This design comes from an exercise in tuning for small area, a short achievable clock period and few clock cycles on the open sky130 flow, not from production work.
Only simulation tests tie the RTL to the original design; equivalence was not proved.

Setup of harbor:
Design cbs_rtb, start of the top module:
module cbs_rtb (
    input  wire          clk,
    input  wire          rst,
    input  wire          h_valid,
    input  wire [31:0]   h_data,
    output wire          ready,
    output reg           r_valid,
    output reg  [31:0]   r_data,
    input  wire          p_valid,
    input  wire [7:0]    p_data,
    input  wire          tick,
    output wire [31:0]   period_out,
    output wire [31:0]   duty_out
);
==> flow/config.mk <==
export PLATFORM = sky130hd
export DESIGN_NAME = cbs_rtb
export DESIGN_NICKNAME = cbs_rtb
export VERILOG_FILES = /design/flow/design.v
export SDC_FILE = /design/flow/constraint.sdc
export NUM_CORES = 8
export LEC_CHECK = 0
export ABC_AREA = 1
export CAP_MARGIN = 20
export CORE_MARGIN = 2
export CORE_UTILIZATION = 40
export PLACE_DENSITY = 0.6
export SLEW_MARGIN = 20
export SYNTH_MEMORY_MAX_BITS = 65536
==> flow/constraint.sdc <==
create_clock -name core_clock -period 25.0 [get_ports {clk}]
set_input_delay 5.0000 -clock core_clock [delete_from_list [all_inputs] [get_ports {clk}]]
set_output_delay 5.0000 -clock core_clock [all_outputs]
set_load 0.01 [all_outputs]
standard.sh (not shown) runs the stock make flow with config.mk's settings and CLKGATE_MAP_FILE= SYNTH_SCRIPT=/design/flow/synth_recipe.tcl, a recipe that flattens the netlist after the stock synthesis.
==> flow/flow/run.sh <==
#!/bin/bash
# The standard layout (the standard.sh: standard synthesis, then ORFS to
# finish), with the port buffers that placement inserts taken as buf_2 cells
# rather than the resizer's default pick.
set -euo pipefail
export BUFFER_PORTS_ARGS="-buffer_cell sky130_fd_sc_hd__buf_2"
bash standard.sh > standard.log 2>&1
Testbench counts of harbor, summed over its fixed seeds: cycles 28,818.
For amber, these inputs were changed with respect to harbor:
- changing CORE_UTILIZATION from 40 to 50
- changing PLACE_DENSITY from 0.6 to 0.7
- changing CAP_MARGIN from 20 to 30
==> notes.md <==
- amber finished all stages; the layout is clean.
- Compared with harbor, in amber sequential share of layout area increased by 0.20 points relative to the old numbers; area added between synthesis and finish now sits lower.
- On amber: worst slack on hold paths is 0.045 ns lower than what harbor gave.
- Any difference in routed wire length between harbor and amber is small enough to ignore.
- Final estimated routing congestion in global placement delta (harbor -> amber): insignificant
Setup changes, amber to onyx
- CORE_UTILIZATION: 50 -> 40
- PLACE_DENSITY: 0.7 -> 0.6
==> comparison <==
onyx was carried through to the last stage, and its layout satisfied the timing, design-rule and antenna checks. Between amber and onyx, the layout net count does not differ in any meaningful way.
Changes in yarrow relative to onyx:
- ABC_AREA: 1 -> 0
- ABC_CLOCK_PERIOD_IN_PS: unset -> 8000
## What came out
In yarrow the horizontal extent of the die turned out about 4% higher than in onyx. onyx has a higher met1 track utilization from global routing than yarrow. Delta (yarrow minus onyx): time the final worst path needs with I/O delays and setup rose 1.60 ns, slack of the critical path fell 1.60 ns, post-layout net count fell 441, global-route wire length before repair rose about 4%. yarrow ran to completion and came out clean on the timing, design-rule and antenna checks.

* * *

try-garnet:
Another version of the RTL of cbs_rtb (not shown whole).
For scale: about 1,400 flip-flops, ~0.11 sq mm of cells after synthesis.
Design cbs_rtb, start of the top module:
module cbs_rtb (
    input  wire          clk,
    input  wire          rst,
    input  wire          h_valid,
    input  wire [31:0]   h_data,
    output wire          ready,
    output reg           r_valid,
    output reg  [31:0]   r_data,
    input  wire          p_valid,
    input  wire [7:0]    p_data,
    input  wire          tick,
    output wire [31:0]   period_out,
    output wire [31:0]   duty_out
);
Settings: LEC_CHECK=0, ABC_AREA=1, CAP_MARGIN=20, CORE_MARGIN=2, CORE_UTILIZATION=40, PLACE_DENSITY=0.6, SLEW_MARGIN=10, SYNTH_MEMORY_MAX_BITS=65536; clock period 25.0 ns.
==> flow/flow/run.sh <==
#!/bin/bash
# The standard layout (the standard.sh: standard synthesis, then ORFS to
# finish), with the port buffers that placement inserts taken as buf_2 cells
# rather than the resizer's default pick, and timing repair asked to leave
# 18.3 ns of setup slack at the design's 25 ns clock (repair_timing
# -setup_margin), so that it also shortens paths that already meet it.
set -euo pipefail
export BUFFER_PORTS_ARGS="-buffer_cell sky130_fd_sc_hd__buf_2"
export SETUP_SLACK_MARGIN=18.3
bash standard.sh > standard.log 2>&1
Testbench counts of try-garnet, summed over its fixed seeds: cycles 28,725.
> inputs changed (try-garnet -> try-raven)
Settings: CAP_MARGIN now 30, was 20; SLEW_MARGIN now 20, was 10.
==> flow/flow/run.sh <==
#!/bin/bash
# The standard layout (the standard.sh: standard synthesis, then ORFS to
# finish), with the port buffers that placement inserts taken as buf_2 cells
# rather than the resizer's default pick, and timing repair asked to leave
# 19 ns of setup slack at the design's 25 ns clock (repair_timing
# -setup_margin), so that it also shortens paths that already meet it.
set -euo pipefail
export BUFFER_PORTS_ARGS="-buffer_cell sky130_fd_sc_hd__buf_2"
export SETUP_SLACK_MARGIN=19
bash standard.sh > standard.log 2>&1
[summary]
- try-raven reached the final stage; the timing, design-rule and antenna checks on its layout passed.
- Final estimated routing congestion in global placement shrinks slightly when moving from try-garnet to try-raven.
- Shortest period the worst path allows: try-raven lower than try-garnet
- Worst setup slack, try-raven and try-garnet: smaller value in try-garnet

* * *

## the baseline
Starting RTL as in the previous note.
Settings: LEC_CHECK=0, ABC_AREA=1, CAP_MARGIN=20, CORE_MARGIN=2, CORE_UTILIZATION=40, PLACE_DENSITY=0.6, SLEW_MARGIN=10, SYNTH_MEMORY_MAX_BITS=65536; clock period 25.0 ns.
==> flow/flow/run.sh <==
#!/bin/bash
# The standard layout (the standard.sh: standard synthesis, then ORFS to
# finish), with the port buffers that placement inserts taken as buf_2 cells
# rather than the resizer's default pick, and timing repair asked to leave
# 18.45 ns of setup slack at the design's 25 ns clock (repair_timing
# -setup_margin), so that it also shortens paths that already meet it.
set -euo pipefail
export BUFFER_PORTS_ARGS="-buffer_cell sky130_fd_sc_hd__buf_2"
export SETUP_SLACK_MARGIN=18.45
bash standard.sh > standard.log 2>&1
The baseline: no failed stages, no open violations at the end
Testbench counts of the baseline, summed over its fixed seeds: cycles 28,725.
### the baseline -> the candidate
Settings: CAP_MARGIN changed from 20 to 30; SLEW_MARGIN changed from 10 to 20.
==> flow/flow/run.sh <==
#!/bin/bash
# The standard layout (the standard.sh: standard synthesis, then ORFS to
# finish), with the port buffers that placement inserts taken as buf_2 cells
# rather than the resizer's default pick.
set -euo pipefail
export BUFFER_PORTS_ARGS="-buffer_cell sky130_fd_sc_hd__buf_2"
bash standard.sh > standard.log 2>&1
[summary]
- The candidate: done, clean on timing, DRC and antenna
- Changes observed in the candidate relative to the baseline: maximum fanout along the worst path has increased; utilization has decreased; violation count after the first detailed-routing iteration has increased.
- Post-place instance area across the baseline and the candidate: no real change.
- Of the baseline and the candidate, the candidate shows the lower final estimated routing congestion in global placement, with the baseline above it.
- On worst hold slack, the baseline and the candidate are neck and neck.
- The baseline has higher design area than the candidate.
- Delta(number of buffer and inverter stages on the critical path, the candidate - the baseline) > 0

==> what the ideal ports hide <==
Ports are ideal in the flow. The routed layouts listed here were re-timed in OpenROAD.
Step 1 sets driving cells, clkbuf_16 on the clock port and buf_2 on the other inputs (assumed; they add their load-dependent delay and slew).
Step 2 moves the port delays by t, midway between the first and last clock arrival at a register: inputs arrive t later, outputs are due t later. That takes back most of the time a late clock gives input paths.
a / b / c = ideal ports / drivers / drivers and shift; a / b = the first two.
| run | t, ns | setup WS [ns] | worst register clock-pin slew, ns |
|---|---|---|---|
| harbor | 0.974 | 16.996 / 17.059 / 16.085 | 0.07 / 0.07 |
| amber | 0.936 | 17.045 / 17.045 / 16.203 | 0.07 / 0.07 |
| onyx | 0.999 | 17.034 / 17.109 / 16.110 | 0.07 / 0.07 |
| yarrow | 0.989 | 15.429 / 15.429 / 15.429 | 0.08 / 0.08 |
| try-garnet | 0.957 | 18.297 / 18.218 / 17.367 | 0.08 / 0.08 |
| try-raven | 0.959 | 18.450 / 18.424 / 17.517 | 0.08 / 0.08 |
| the baseline | 0.959 | 18.452 / 18.350 / 17.480 | 0.07 / 0.07 |
| the candidate | 0.960 | 16.557 / 16.557 / 15.982 | 0.08 / 0.08 |
After both steps setup and hold are still met in every run listed. For the baseline, which loses most, drivers alone change the setup slack by -0.102 ns; drivers and shift together by -0.972 ns.
